What follows belongs to an exercise in optimizing a design on an open flow for small area, a short achievable clock period and few clock cycles per item; a production flow would make more cautious choices. Function was checked by simulation only, so behaviour that the tests miss may differ from the original.

Design tec_tick, start of the top module:
module tec_tick (
    input  wire         clk,
    input  wire         rst,         
    input  wire         start,       
    input  wire         on,          
    input  wire [511:0] temp,        
    input  wire [511:0] w,           
    input  wire [31:0]  b0,
    input  wire [31:0]  b1,
    input  wire [31:0]  b2,
    input  wire [31:0]  a1,
    input  wire [31:0]  a2,
    input  wire [31:0]  off,
    input  wire [31:0]  lo,
    input  wire [31:0]  hi,
    output wire         ready,       
    output reg          done,        
    output reg  [31:0]  mix,
    output wire [31:0]  y
);
Size in the first run: about 8900 cells after synthesis, about 56000 um^2 of cells after synthesis.
==> flow/config.mk <==
export PLATFORM = sky130hd
export DESIGN_NAME = tec_tick
export DESIGN_NICKNAME = tec_tick
export VERILOG_FILES = /design/flow/design.v
export SDC_FILE = /design/flow/constraint.sdc
export NUM_CORES = 8
export LEC_CHECK = 0
export ABC_AREA = 1
export CAP_MARGIN = 20
export CORE_AREA = 5 5 375 375
export CTS_BUF_LIST = sky130_fd_sc_hd__clkbuf_4 sky130_fd_sc_hd__clkbuf_8
export DIE_AREA = 0 0 380 380
export PLACE_DENSITY = 0.65
export SLEW_MARGIN = 20
==> flow/constraint.sdc <==
create_clock -name core_clock -period 60.0 [get_ports {clk}]
set_input_delay 12.0000 -clock core_clock [delete_from_list [all_inputs] [get_ports {clk}]]
set_output_delay 12.0000 -clock core_clock [all_outputs]
set_load 0.01 [all_outputs]
standard.sh (not shown) runs the stock make flow with config.mk's settings and CLKGATE_MAP_FILE= SYNTH_SCRIPT=/design/flow/synth_recipe.tcl, a recipe that flattens the netlist after the stock synthesis.
==> flow/flow/run.sh <==
#!/bin/bash
# Layout flow: the standard ORFS flow (standard.sh), run in two parts:
#  1. synthesis and floorplan as standard;
#  2. placement to the final layout, with
#     - plain buf_1 cells as the port buffers (instead of delay cells);
#     - the port pins placed by flow/pins.tcl before the IO placer runs, so
#       that the port bits feeding one operand-register bit sit together;
#     - a setup-slack target for the timing repair after clock-tree synthesis
#       and after global routing, so that the repair works towards the period
#       the design can reach rather than stopping at the design's 60 ns
#       clock, which every path already meets.
# Each part's full output goes to a log file of its own in this folder.
set -uo pipefail
export BUFFER_PORTS_ARGS="-buffer_cell sky130_fd_sc_hd__buf_1"
export PRE_IO_PLACEMENT_TCL="$PWD/flow/pins.tcl"
bash standard.sh synth floorplan > flow_1_synth_floorplan.log 2>&1 || exit 1
export SETUP_SLACK_MARGIN=46.5
bash standard.sh > flow_2_place_to_finish.log 2>&1 || exit 1
Other scripts of this flow, unchanged in this note and not shown: flow/flow/pins.tcl
Testbench counts at the start, summed over its fixed seeds: cycles 114,228, ticks 4,800.
Edit:
--- a/flow/flow/run.sh
+++ b/flow/flow/run.sh
@@ -17 +17 @@
-export SETUP_SLACK_MARGIN=46.5
+export SETUP_SLACK_MARGIN=47
CTS_BUF_LIST = not set   (was sky130_fd_sc_hd__clkbuf_4 sky130_fd_sc_hd__clkbuf_8)
Effect: The changed run finished clean; final area rises by a few percent; first-iteration DRC count hardly moves; sequential cell count is unchanged; non-clock buffer count rises by 68; wire length rises slightly.
Edit:
--- a/flow/flow/run.sh
+++ b/flow/flow/run.sh
@@ -17 +17 @@
-export SETUP_SLACK_MARGIN=47
+export SETUP_SLACK_MARGIN=46.5
Result: The new run finished with timing, DRC and antenna clean. Sequential share of layout area barely changes. Final cell count came out lower by 0.63%. Setup slack degrades by 0.25 ns. Via count came out lower by 0.77%. Routed wire length decreases by 1.2%. Sequential cell count is unchanged. Core utilization went down by 1.1 points. Area after synthesis is unchanged. Design area came out lower by 2.3%. Global-route usage shrinks by 0.53 points.


run 1:
tec_tick, a different RTL version from the one above (not shown whole).
Size: about 8,500 cells after synthesis, about 300 flip-flops, roughly 57,000 um2 of cells after synthesis.
==> flow/design.v (excerpt) <==
module tec_tick (
    input  wire         clk,
    input  wire         rst,         
    input  wire         start,       
    input  wire         on,          
    input  wire [511:0] temp,        
    input  wire [511:0] w,           
    input  wire [31:0]  b0,
    input  wire [31:0]  b1,
    input  wire [31:0]  b2,
    input  wire [31:0]  a1,
    input  wire [31:0]  a2,
    input  wire [31:0]  off,
    input  wire [31:0]  lo,
    input  wire [31:0]  hi,
    output wire         ready,       
    output reg          done,        
    output reg  [31:0]  mix,
    output wire [31:0]  y
);
clock: 60.0 ns
lec_check: 0
abc_area: 1
cap_margin: 20
core_area: 5 5 375 375
cts_buf_list: sky130_fd_sc_hd__clkbuf_4 sky130_fd_sc_hd__clkbuf_8
die_area: 0 0 380 380
place_density: 0.65
slew_margin: 20
==> flow/flow/run.sh <==
#!/bin/bash
# Layout flow: the standard ORFS flow (standard.sh), run in two parts:
#  2. placement to the final layout (standard.sh), with
#     - plain buf_1 cells as the port buffers (instead of delay cells);
#     - the port pins placed by flow/pins.tcl before the IO placer runs, so
#       that the port bits feeding one operand-register bit sit together;
#     - a setup-slack target for the timing repair after clock-tree synthesis
#       and after global routing, so that the repair works towards the period
#       the design can reach rather than stopping at the design's 60 ns
#       clock, which every path already meets.
# Each part's full output goes to a log file of its own in this folder.
set -uo pipefail
W=$PWD
export BUFFER_PORTS_ARGS="-buffer_cell sky130_fd_sc_hd__buf_1"
export PRE_IO_PLACEMENT_TCL="$W/flow/pins.tcl"
export SYNTH_KEEP_MODULES=tec_opmux
export MUX_ABC_SCRIPT="$W/flow/abc_mux.script"
export MAIN_ABC_SCRIPT="$W/flow/abc_main.script"
sed -e "s#SYNTH_SCRIPT=[^ ]*#SYNTH_SCRIPT=$W/flow/synth.tcl#" standard.sh > own_synth.sh
grep -q "SYNTH_SCRIPT=$W/flow/synth.tcl" own_synth.sh || exit 1
bash own_synth.sh synth floorplan > flow_1_synth_floorplan.log 2>&1 || exit 1
export SETUP_SLACK_MARGIN=46.5
bash standard.sh > flow_2_place_to_finish.log 2>&1 || exit 1
==> flow/flow/abc_main.script <==
strash
dch
map
topo
stime -c
buffer -c
upsize -c
dnsize -c
Other scripts of this flow, unchanged in this note and not shown: flow/flow/abc_mux.script, flow/flow/pins.tcl, flow/flow/synth.tcl
Testbench counts of run 1, summed over its fixed seeds: cycles 114,228, ticks 4,800.
Inputs modified between run 1 and run 2:
Settings: DIE_AREA: 0 0 380 380 -> 0 0 350 350; PLACE_DENSITY: 0.65 -> 0.7; CORE_AREA: 5 5 375 375 -> 5 5 345 345.
==> flow/flow/abc_main.script <==
strash
dch
map -D 9000
topo
stime -c
buffer -c
upsize -c
dnsize -c
Findings:
Compared with run 1, run 2 shows a higher fraction of area in registers. Diff run 1..run 2 | data arrival time of the worst path | negligible. In run 2 the final cell area excluding filler cells turned out 5.7% lower than in run 1. Taking run 1 over run 2, the post-synthesis instance total ratio works out to 1.09. Run 2 vs. run 1: area fraction of clock buffers and clock inverters has remained practically unchanged, pin count of the biggest net entering global routing +40%.
Relative to run 2, the following input files were edited for run 3:
Settings: a deleted CTS_BUF_LIST that had been sky130_fd_sc_hd__clkbuf_4 sky130_fd_sc_hd__clkbuf_8; a change of CORE_AREA from 5 5 345 345 to 5 5 375 375; a change of DIE_AREA from 0 0 350 350 to 0 0 380 380; a change of PLACE_DENSITY from 0.7 to 0.65.
Notes after the runs:
Relative to run 2, shortest period the worst path allows has decreased by 0.022 ns in run 3. | final cell count | higher: run 3 |. The run with more routed wire is run 3, not run 2. [compare] base=run 2 new=run 3: total via count in the routed design went down.
> inputs changed (run 3 -> run 4)
Settings: CTS_BUF_LIST newly set to sky130_fd_sc_hd__clkbuf_4 sky130_fd_sc_hd__clkbuf_8.
[summary]
| worst path setup slack after routing | run 4 vs run 3 | better |
Between run 3 and run 4, the met2 wirelength from detailed routing is lower for run 4.
[diff] final area, run 4 relative to run 3: regression
Met3 capacity usage during global routing (lower): run 3
On via count of the first global-routing pass: between run 3 and run 4, it ends up lower for run 3.
The maximum operating frequency on run 3 is in line with that on run 4.
Taking run 3 as the reference, in run 4 count of clock-buffer cells in the layout +about 100%, count of buffers added by post-CTS timing repair for setup flat.


tec_tick, a different RTL version from the one above (not shown whole).
For scale: about 8500 cells after synthesis, ~300 flip-flops.
export LEC_CHECK = 0
export ABC_AREA = 1
export CAP_MARGIN = 20
export CORE_AREA = 5 5 375 375
export DIE_AREA = 0 0 380 380
export PLACE_DENSITY = 0.65
export SLEW_MARGIN = 20
create_clock -name core_clock -period 60.0 [get_ports {clk}]
==> flow/flow/run.sh <==
#!/bin/bash
# Layout flow: the standard ORFS flow (standard.sh), run in two parts:
#  1. synthesis and floorplan as standard;
#  2. placement to the final layout, with
#     - plain buf_1 cells as the port buffers (instead of delay cells);
#     - the port pins placed by flow/pins.tcl before the IO placer runs, so
#       that the port bits feeding one operand-register bit sit together;
#     - a setup-slack target for the timing repair after clock-tree synthesis
#       and after global routing, so that the repair works towards the period
#       the design can reach rather than stopping at the design's 60 ns
#       clock, which every path already meets.
# Each part's full output goes to a log file of its own in this folder.
set -uo pipefail
export BUFFER_PORTS_ARGS="-buffer_cell sky130_fd_sc_hd__buf_1"
export PRE_IO_PLACEMENT_TCL="$PWD/flow/pins.tcl"
bash standard.sh synth floorplan > flow_1_synth_floorplan.log 2>&1 || exit 1
export SETUP_SLACK_MARGIN=46.5
bash standard.sh > flow_2_place_to_finish.log 2>&1 || exit 1
Other scripts of this flow, unchanged in this note and not shown: flow/flow/pins.tcl
The first run completed without violations.
Testbench counts at the start, summed over its fixed seeds: cycles 114,228, ticks 4,800.
Rerun with:
--- a/flow/flow/run.sh
+++ b/flow/flow/run.sh
@@ -17 +17 @@
-export SETUP_SLACK_MARGIN=46.5
+export SETUP_SLACK_MARGIN=45.5
What happened:
- setup slack got worse by 350 ps
- die area is unchanged
- first-iteration DRC count shrinks by 1.7%
Rerun with:
--- a/flow/flow/run.sh
+++ b/flow/flow/run.sh
@@ -17 +17 @@
-export SETUP_SLACK_MARGIN=45.5
+export SETUP_SLACK_MARGIN=46
Cell area came out higher by a few percent. Global-route usage grows by 0.26 points. Routed wire length goes up slightly.

[what the ideal ports hide]
The flow's constraints put no driver on any port. The routed layouts listed below were extracted and timed again, unchanged, in two steps.
Step 1 assumes that a clkbuf_16 drives the clock port and a buf_2 every other input.
Step 2 adds t to the input delays and takes it off the output delays; t is the mean of the earliest and latest rising clock arrival at the registers after step 1. Input paths then give back, and output paths get back, about the clock's delay inside the block.
Three values: ideal ports, drivers, drivers and shift; two values: the first two.
run | shift t [ns] | setup slack, ns | slew at the worst register clock pin (ns) | cell pins on the clock port's net
the first run of note 1 | 0.861 | 46.524 / 46.433 / 45.999 | 0.08 / 0.08 | 1
the second run of note 1 | 0.738 | 46.740 / 46.657 / 46.371 | 0.07 / 0.07 | 1
the third run of note 1 | 0.742 | 46.490 / 46.405 / 45.983 | 0.07 / 0.07 | 1
run 1 | 0.857 | 46.505 / 46.416 / 45.898 | 0.07 / 0.07 | 1
run 2 | 0.843 | 46.503 / 46.424 / 45.781 | 0.08 / 0.08 | 1
run 3 | 0.718 | 46.525 / 46.440 / 45.931 | 0.08 / 0.08 | 1
run 4 | 0.828 | 46.540 / 46.456 / 45.778 | 0.09 / 0.09 | 1
the first run of note 3 | 0.733 | 46.437 / 46.353 / 46.036 | 0.07 / 0.07 | 1
the second run of note 3 | 0.738 | 46.087 / 46.087 / 46.066 | 0.07 / 0.07 | 1
the third run of note 3 | 0.736 | 46.312 / 46.228 / 46.062 | 0.07 / 0.07 | 1
After both steps setup and hold are still met in every run listed. For run 4, which loses most, drivers alone change the setup slack by -0.084 ns; drivers and shift together by -0.762 ns.
